This design comes from an exercise in tuning for small area, a short achievable clock period and few clock cycles on the open sky130 flow, not from production work. Only the layout flow was run in this run; the RTL was not checked for function there. Power is estimated from default activity; no workload was simulated.

==> flow/design.v <==
module lm92_lcd (
    input  wire        clk,
    input  wire        rst,           
    input  wire        cmd_valid,
    input  wire [31:0] cmd_word,
    output reg         busy,
    output reg         disp_init,
    output reg         rs,
    output wire [3:0]  err,
    output wire [3:0]  viol,
    output reg         ev_valid,
    input  wire        ev_ready,
    output reg         ev_kind,       
    output reg         ev_rs,
    output reg  [3:0]  ev_nib,
    output wire [13:0] ev_us,
    output reg         mem_req,
    output wire [15:0] mem_addr,
    input  wire        mem_ack,
    input  wire [7:0]  mem_rdata
);
    localparam K = 3;                  
    localparam [3:0] NSTEP = 24 / K;   
    localparam [3:0] W15000 = 4'b1100, W5000 = 4'b1000, W150 = 4'b0010,
                     W50 = 4'b0001, W3000 = 4'b0101;
    wire c12 = ev_nib[3], c11 = ev_nib[2], c2 = ev_nib[1], c5 = ev_nib[0];
    assign ev_us = {c12 & c11, c12, c11, 1'b0, c12 | c11, c12 ^ c11,
                    ~c5 | c11, 1'b0, c5, ~c12 | c11, c12 | c11, c2,
                    c2 | (c5 & ~c11), 1'b0};
    reg       e_rng, e_fmt;
    reg [2:0] vl;                      
    assign err  = {1'b0, e_fmt, e_rng, e_rng};
    assign viol = {1'b0, vl};
    wire [7:0] opc = cmd_word[31:24];
    wire z23_16 = (cmd_word[23:16] == 8'd0);
    wire z15_8  = (cmd_word[15:8] == 8'd0);
    wire z7_0   = (cmd_word[7:0] == 8'd0);
    wire o_init = (opc == 8'h20), o_cmd = (opc == 8'h21), o_char = (opc == 8'h22),
         o_clr  = (opc == 8'h23), o_home = (opc == 8'h24), o_goto = (opc == 8'h25),
         o_text = (opc == 8'h30), o_hex = (opc == 8'h31), o_int = (opc == 8'h32);
    wire legal = ((o_init | o_clr | o_home) & z23_16 & z15_8 & z7_0) |
                 ((o_cmd | o_char) & z23_16 & z15_8) |
                 ((o_goto | o_text) & z23_16) | o_hex | o_int;
    wire acc = cmd_valid & ~busy & legal & (disp_init | o_init);
    wire [4:0] g_lo = cmd_word[4:0] + {2'b00, cmd_word[9], 2'b00};
    wire [2:0] g_hi = {cmd_word[8], 1'b0, cmd_word[9]} + {2'b00, g_lo[4]};
    wire g_bad = (cmd_word[15:10] != 6'd0) | (cmd_word[7:0] >= 8'd20);
    wire negv  = cmd_word[23];
    wire f_bad = negv & (cmd_word[23:0] <= 24'hF0BDC0);
    wire a12   = o_int & (cmd_word[23:12] == {12{negv}});
    wire [3:0] b_hi = o_goto ? {1'b1, g_hi} : (o_clr | o_home) ? 4'h0 : cmd_word[7:4];
    wire [3:0] b_lo = o_goto ? g_lo[3:0]
                             : {cmd_word[3:2], cmd_word[1] | o_home, cmd_word[0] | o_clr};
    reg [27:0] S;         
    reg [4:0]  cnt;       
    reg        m_init, m_byte, m_text, m_num, m_fin;
    reg        ph;        
    reg        clr;       
    reg        hx;        
    reg        neg;       
    reg        nd;        
    reg        nlo;       
    reg        nend;      
    reg        conv;      
    reg        rdy;       
    assign mem_addr = S[19:4];
    wire fire = ev_valid & ev_ready;
    wire adv  = ~ev_valid | ev_ready;
    reg        t_kind;
    reg [3:0]  t_nib;
    always @(*) begin
        t_kind = 1'b0; t_nib = 4'h0;
        case (cnt)
            5'd1:  t_nib = 4'h3;
            5'd2:  begin t_kind = 1'b1; t_nib = W5000; end
            5'd3:  t_nib = 4'h3;
            5'd4:  begin t_kind = 1'b1; t_nib = W150; end
            5'd5:  t_nib = 4'h3;
            5'd6:  begin t_kind = 1'b1; t_nib = W50; end
            5'd7:  t_nib = 4'h2;
            5'd8:  t_nib = 4'h2;
            5'd9:  t_nib = 4'h8;
            5'd10: t_nib = 4'h0;
            5'd11: t_nib = 4'hE;
            5'd12: t_nib = 4'h0;
            5'd13: t_nib = 4'h6;
            5'd14: t_nib = 4'h0;
            5'd15: t_nib = 4'h1;
            default: begin t_kind = 1'b1; t_nib = W3000; end
        endcase
    end
    function [3:0] add3(input [3:0] d);
        add3 = {d[3] | (d[2] & (d[1] | d[0])),
                (d[2] & ~d[1] & ~d[0]) | (d[3] & d[0]),
                (d[1] & ~d[2]) | (d[1] & d[0]) | (d[3] & ~d[0]),
                (d[0] & ~d[2] & ~d[3]) | (~d[0] & d[2] & d[1]) | (~d[0] & d[3])};
    endfunction
    reg [27:0] s_step, t;
    integer l, j;
    always @(*) begin
        s_step = S;
        for (l = 0; l < K; l = l + 1) begin
            t = s_step;
            t[3:0] = add3(s_step[3:0]);
            for (j = 1; j < 6; j = j + 1)
                if (cnt[3:0] >= (4 * j - l + K - 1) / K)
                    t[4*j +: 4] = add3(s_step[4*j +: 4]);
            s_step = {t[26:0], t[27] ^ neg};
        end
    end
    wire [6:0] nz9;        
    wire [6:0] fl;         
    genvar g;
    assign nz9[0] = 1'b1;
    generate
        for (g = 1; g < 7; g = g + 1) begin : g_nz
            assign nz9[g] = nz9[g-1] & S[4*g-1] & S[4*g-4];
        end
        for (g = 0; g < 7; g = g + 1) begin : g_fl
            assign fl[g] = (S[4*g +: 4] != 4'd0) | (neg & nz9[g]);
        end
    endgenerate
    reg [2:0] top;
    always @(*) begin
        if      (fl[6]) top = 3'd6;
        else if (fl[5]) top = 3'd5;
        else if (fl[4]) top = 3'd4;
        else if (fl[3]) top = 3'd3;
        else if (fl[2]) top = 3'd2;
        else if (fl[1] || hx) top = 3'd1;
        else top = 3'd0;
    end
    wire [2:0] lastp = {2'b00, hx};
    wire [2:0] ptr = rdy ? cnt[2:0] : top;
    reg  [3:0] dsel;
    reg        csel;
    always @(*) begin
        case (ptr)
            3'd0: begin dsel = S[3:0];   csel = nz9[0]; end
            3'd1: begin dsel = S[7:4];   csel = nz9[1]; end
            3'd2: begin dsel = S[11:8];  csel = nz9[2]; end
            3'd3: begin dsel = S[15:12]; csel = nz9[3]; end
            3'd4: begin dsel = S[19:16]; csel = nz9[4]; end
            3'd5: begin dsel = S[23:20]; csel = nz9[5]; end
            default: begin dsel = S[27:24]; csel = nz9[6]; end
        endcase
    end
    wire [3:0] dig  = (neg & csel) ? ((dsel[3] & dsel[0]) ? 4'd0 : dsel + 4'd1) : dsel;
    wire       dbig = dig[3] & (dig[2] | dig[1]);
    wire [3:0] c_hi = dbig ? 4'h6 : 4'h3;
    wire [3:0] c_lo = dbig ? {1'b0, dig[2:0] - 3'd1} : dig;
    wire [15:0] a_inc = S[19:4] + 16'd1;
    always @(posedge clk) begin
        if (rst) begin
            busy      <= 1'b0;
            disp_init <= 1'b0;
            rs        <= 1'b0;
            e_rng     <= 1'b0;
            e_fmt     <= 1'b0;
            vl        <= 3'd0;
            ev_valid  <= 1'b0;
            mem_req   <= 1'b0;
        end else begin
            if (cmd_valid && vl == 3'd0) begin
                if (busy) vl <= 3'b001;
                else if (!legal) vl <= 3'b010;
                else if (!disp_init && !o_init) vl <= 3'b100;
            end
            if (fire) rs <= ev_rs;
            if (!busy) begin
                S[27:16] <= a12 ? cmd_word[11:0] : cmd_word[23:12];
                S[15:4]  <= a12 ? 12'd0 : cmd_word[11:0];
                S[3:0]   <= opc[4] ? 4'h0 : b_lo;
                m_init <= 1'b0; m_byte <= 1'b0; m_text <= 1'b0; m_num <= 1'b0; m_fin <= 1'b0;
                if (acc) begin
                    busy    <= 1'b1;
                    e_rng   <= o_goto & g_bad;
                    e_fmt   <= o_int & f_bad;
                    ev_rs   <= o_char | o_text | o_hex | o_int;
                    ph      <= 1'b0;
                    clr     <= o_clr;
                    hx      <= o_hex;
                    neg     <= o_int & negv;
                    rdy     <= 1'b0;
                    nend    <= 1'b0;
                    cnt     <= 5'd1;
                    if (o_init) begin
                        disp_init <= 1'b1;
                        m_init    <= 1'b1;
                        ev_valid  <= 1'b1;
                        ev_kind   <= 1'b1;
                        ev_nib    <= W15000;
                    end else if ((o_goto & g_bad) | (o_int & f_bad)) begin
                        m_fin     <= 1'b1;
                    end else if (o_text) begin
                        m_text    <= 1'b1;
                        mem_req   <= 1'b1;
                        ph        <= 1'b1;
                    end else if (o_hex | o_int) begin
                        m_num     <= 1'b1;
                        conv      <= o_int;
                        nd        <= o_int & negv;
                        nlo       <= o_int & ~negv;
                        cnt       <= a12 ? 5'd12 / K : 5'd0;
                        ev_valid  <= o_int;
                        ev_kind   <= 1'b0;
                        ev_nib    <= negv ? 4'h2 : 4'h3;
                    end else begin
                        m_byte    <= 1'b1;
                        ev_valid  <= 1'b1;
                        ev_kind   <= 1'b0;
                        ev_nib    <= b_hi;
                    end
                end
            end else begin
                if (m_fin) begin
                    busy  <= 1'b0;
                    m_fin <= 1'b0;
                end
                if (m_init && fire) begin
                    if (cnt == 5'd17) begin
                        ev_valid <= 1'b0;
                        busy     <= 1'b0;
                        m_init   <= 1'b0;
                    end else begin
                        ev_kind <= t_kind;
                        ev_nib  <= t_nib;
                        cnt     <= cnt + 5'd1;
                    end
                end
                if (m_byte && fire) begin
                    if (!ph) begin
                        ev_nib <= S[3:0];
                        ph     <= 1'b1;
                    end else if (clr) begin
                        ev_kind <= 1'b1;
                        ev_nib  <= W3000;
                        clr     <= 1'b0;
                    end else begin
                        ev_valid <= 1'b0;
                        busy     <= 1'b0;
                        m_byte   <= 1'b0;
                    end
                end
                if (m_text) begin
                    if (mem_ack && (!ev_valid || (ev_ready && ph))) begin
                        if (mem_rdata == 8'h00) begin
                            ev_valid <= 1'b0;
                            busy     <= 1'b0;
                            mem_req  <= 1'b0;
                            m_text   <= 1'b0;
                        end else begin
                            ev_valid <= 1'b1;
                            ev_kind  <= 1'b0;
                            ev_nib   <= mem_rdata[7:4];
                            S[3:0]   <= mem_rdata[3:0];
                            S[19:4]  <= a_inc;
                            ph       <= 1'b0;
                        end
                    end else if (fire) begin
                        if (!ph) begin
                            ev_nib <= S[3:0];
                            ph     <= 1'b1;
                        end else begin
                            ev_valid <= 1'b0;
                        end
                    end
                end
                if (m_num) begin
                    if (conv) begin
                        S        <= s_step;
                        cnt[3:0] <= cnt[3:0] + 4'd1;
                        if (cnt[3:0] == NSTEP - 1) conv <= 1'b0;
                    end
                    if (adv) begin
                        if (nend) begin
                            ev_valid <= 1'b0;
                            busy     <= 1'b0;
                            m_num    <= 1'b0;
                        end else if (nd) begin
                            ev_valid <= 1'b1;
                            ev_nib   <= 4'hD;
                            nd       <= 1'b0;
                        end else if (!nlo) begin
                            if (!hx || !conv) begin
                                ev_valid <= 1'b1;
                                ev_nib   <= hx ? c_hi : 4'h3;
                                nlo      <= 1'b1;
                                if (hx) begin
                                    cnt[2:0] <= ptr;
                                    rdy      <= 1'b1;
                                end
                            end else
                                ev_valid <= 1'b0;
                        end else begin
                            if (!conv) begin
                                ev_valid <= 1'b1;
                                ev_nib   <= c_lo;
                                nlo      <= 1'b0;
                                cnt[2:0] <= ptr - 3'd1;
                                rdy      <= 1'b1;
                                if (ptr == lastp) nend <= 1'b1;
                            end else
                                ev_valid <= 1'b0;
                        end
                    end
                end
            end
        end
    end
endmodule
==> flow/run.sh <==
#!/bin/bash
# synth_recipe.tcl (not shown) runs the flow's synth.tcl, then flattens the netlist and writes it again
# the make line also repeats each setting of config.mk as NAME=value (left out here)
make -C /OpenROAD-flow-scripts/flow DESIGN_CONFIG=/design/flow/config.mk WORK_HOME=/design/flow/orfs CLKGATE_MAP_FILE= SYNTH_SCRIPT=/design/flow/synth_recipe.tcl finish
==> flow/config.mk <==
export PLATFORM = sky130hd
export DESIGN_NAME = lm92_lcd
export DESIGN_NICKNAME = lm92_lcd
export VERILOG_FILES = /design/flow/design.v
export SDC_FILE = /design/flow/constraint.sdc
export NUM_CORES = 4
export LEC_CHECK = 0
export CAP_MARGIN = 20
export CORE_MARGIN = 2
export CORE_UTILIZATION = 40
export SLEW_MARGIN = 20
==> flow/constraint.sdc <==
create_clock -name core_clock -period 10.0 [get_ports {clk}]
set_input_delay 2.0000 -clock core_clock [delete_from_list [all_inputs] [get_ports {clk}]]
set_output_delay 2.0000 -clock core_clock [all_outputs]
set_load 0.01 [all_outputs]
==> summary.txt <==
-- worst max path at each step --
stage                           end  slack, ps
final                     ev_nib[2]       4390
after global routing      ev_nib[2]       3950
after CTS                 ev_nib[2]       4430
after detailed placement       flop       4370
after global placement         flop       4490
after floorplan           ev_nib[2]       5160
-- Yosys cell counts, types with 13 or more instances --
library cell / n
nor3_1: 28
nand4_1: 13
o22ai_1: 16
a21oi_1: 81
nor2_1: 92
nand2b_1: 15
a211oi_1: 17
nand2_1: 116
edfxtp_1: 53
a221oi_1: 13
ha_1: 26
a31oi_1: 28
o21ai_0: 82
nand3_1: 33
o211ai_1: 16
buf_4: 33
clkbuf_1: 57
nor4_1: 13
inv_1: 37
a21o_1: 14
mux2i_1: 16
xnor2_1: 17
dfxtp_1: 15
-- layout make-up --
type | count | area share
Multi-Input combinational cell | 875 | 0.605
Sequential cell | 68 | 0.205
Timing Repair Buffer | 99 | 0.104
Tap cell | 270 | 0.0366
Clock buffer | 10 | 0.0271
Inverter | 42 | 0.0171
Clock inverter | 6 | 0.00515
Antenna cell | 1 | 0.000271
-- per-stage QoR --
step	utilization	hold slack (ps)	power, mW
after floorplan	-	437	0.489
final	0.459	456	0.891
after global placement	0.444	448	0.559
after global routing	0.459	491	0.928
after CTS	0.459	459	0.889
after detailed placement	0.444	450	0.560
-- tightest hold or removal path, stage by stage, from the launching register on --
cell	delay, ps
dfxtp_1	310
nand2_1	50
a21oi_1	50
-- cell families after synthesis --
logic type      share of synthesized area
flops                               0.232
mux                                0.0393
other cells                      0.000460
xor+xnor                           0.0290
simple gates                        0.236
compound gates                      0.336
fa+ha+maj                          0.0411
buf+inv                            0.0859
-- layout by cell type (no fill, tap or decap), types with 17 or more instances in the layout --
cell type        count
nor3_1              27
xnor2_1             17
nand3_1             33
nor2_1              91
o21ai_0             81
ha_1                26
inv_1               37
a21oi_1             81
edfxtp_1            53
a211oi_1            17
clkdlybuf4s50_1     88
a31oi_1             28
nand2_1            116
-- metal layers --
layer	vias to the layer above	wire, um	global-route usage	share of wire
met5	-	0	0	0
met1	4141	13000	0.378	0.46
met4	0	462	0.0597	0.016
met2	405	12300	0.385	0.43
met3	27	2660	0.0627	0.093
li1	4125	-	-	-
-- registers in the layout (all words and copies together), names as in the netlist, 3 cells and up, named ones only --
signal	flops
S	28
cnt	5
ev_nib	4
vl	3
-- power breakdown --
part           switching (mW)  total (mW)  internal (mW)
combinational           0.122       0.212         0.0904
clock                   0.145       0.332          0.187
sequential             0.0331       0.347          0.314
total                   0.299       0.891          0.592
==> results.json <==
{
  "status": "finished clean",
  "syn_avg_cell_area_um2": 7.49,
  "ff2ff_path_depth": 20,
  "setup_viol": 0,
  "r2r_setup_slack_ps": 4390,
  "worst_slew_pin_slew_ps": 1100,
  "syn_area_mm2": 0.00815,
  "core_mm2": 0.0201,
  "yosysTopAreaCellShare": 0.195,
  "dpl.cell_count": 1354,
  "multi_input_area_mm2": 0.00558,
  "async_reset_ff_frac": 0,
  "worst_setup_path_start_kind": "flop",
  "fillCellCount": 2041,
  "cp_top_family": "compound AO/OA/AOI/OAI gates",
  "num_rows": 52,
  "globalplace.congestion": 0.937,
  "synth_top_area_cell": "edfxtp_1",
  "drc": 0,
  "cp.required_ps": 10190,
  "cp.arrival_ps": 5800,
  "r2r_start": "S[0]",
  "die_w_um": 147,
  "ios": 94,
  "cp_common_cell": "ha_1",
  "relSlewSlack": 0.260,
  "grt_max_degree": 43,
  "drt_iter0_drc": 1028,
  "io_buffers": 88,
  "maxCapViolCount": 0,
  "synth.area.top_cells": "edfxtp_1 (20%), nand2_1 (5.3%), o21ai_0 (5.0%)",
  "ir_drop_uv": 83.9,
  "fin_skew_ps": 6.22,
  "min_path_type": "flop to flop",
  "p_leak_nw": 3.18,
  "endpoint_kind": "flop",
  "worstPathMaxFanout": 20,
  "min-delay-start": "rs",
  "pre_cts_ws_ps": 4370,
  "chipHeight_um": 147,
  "cts_setup_buffers": 0,
  "ys.flop_type": "edfxtp_1",
  "grt_pass1_vias": 7840,
  "antenna_left": 0,
  "cts-resized-gates": 0,
  "regToRegEndpoint": "ev_nib[2]",
  "whs_path_depth": 2,
  "grt_usage": 0.259,
  "dp_hpwl_um": 21100,
  "slowest_stage": "edfxtp_1",
  "routedWlPerCell_um": 20.8,
  "synth-edff-count": 53,
  "final_max_slew_viol_count": 0,
  "grt_pass1_wl_um": 44600,
  "min_to": "rs",
  "drt-pass1-iter-count": 9,
  "nNetsFinal": 1166,
  "die_area_mm2": 0.0215,
  "crit_buf_inv": 2,
  "ctsHtreeMaxLevel": 3,
  "netlist_instances": 1088,
  "routed_wl_um": 28500,
  "fin_area_mm2": 0.00923,
  "grt_setup_unrepaired": "false",
  "yosys.cell_types.count": 98,
  "cts-buffers-inserted": 9,
  "yosysWarnings": 1,
  "antenna_found_initial": 1,
  "max_freq_mhz": 178,
  "path_cells": "nand4_1 -> or2_2 -> o221ai_1 -> a221oi_1 -> o21ai_0 -> inv_1 -> ha_1 -> ha_1 -> nor3_1 -> o21ai_4 -> mux2_4 -> ha_1 -> inv_1 -> a211oi_1 -> mux2i_2 -> ha_1 -> a31oi_1 -> o21a_1 -> o2111ai_1 -> a21oi_1",
  "vias": 8698,
  "clock-root-buffer": "clkbuf_16",
  "grt_overflow": 0,
  "cts_buffer_depth": 2,
  "seq_area_frac_synth": 0.232,
  "p_per_area_mw_per_mm2": 96.5,
  "period_needed_ps": 5610,
  "area_growth_pct": 13.2,
  "finalCritPeriodShare": 0.561,
  "max_stage_delay_ps": 780,
  "drive_gt1_frac": 0.0727,
  "clk_latency_ps": 350,
  "finalWorstSetupSlack_ps": 4390,
  "clkSinkCount": 68,
  "vias_per_cell": 6.34,
  "crit_type": "flop to flop",
  "hold_viol": 0,
  "ys_ff_latch": 68,
  "cts_hold_buf": 0,
  "initial_core_util": 0.406,
  "finalNonFillerCells": 1371,
  "cts_tree": "built",
  "postPlaceCellArea_mm2": 0.00893,
  "seqCellArea_mm2": 0.00189,
  "cp.depth": 20,
  "path_clk_slew_ps": 60,
  "crit_path_start": "S[0]",
  "tns_ps": 0
}

-- separate check: timing with driven ports --
The flow's constraints put no driver on any port. The routed layout listed below was extracted and timed again, unchanged, in two steps. Step 1: set_driving_cell puts a clkbuf_16 on clk and a buf_2 on each other input, an assumption about the parent block. Step 2 times the ports against the registers' clock, not the clock port: input delays grow and output delays shrink by t, the midpoint of the rising clock arrivals with the driver on. Three values: ideal, step 1, step 2; two values: the first two.
t, ns: 0.389
setup slack, ns: 4.386 / 4.386 / 4.338
clock arrival spread, ns: 0.007 / 0.006
slew at the worst register clock pin (ns): 0.07 / 0.07
After both steps setup and hold are still met in this run. For this run, drivers alone change the setup slack by 0.000 ns; drivers and shift together by -0.048 ns.
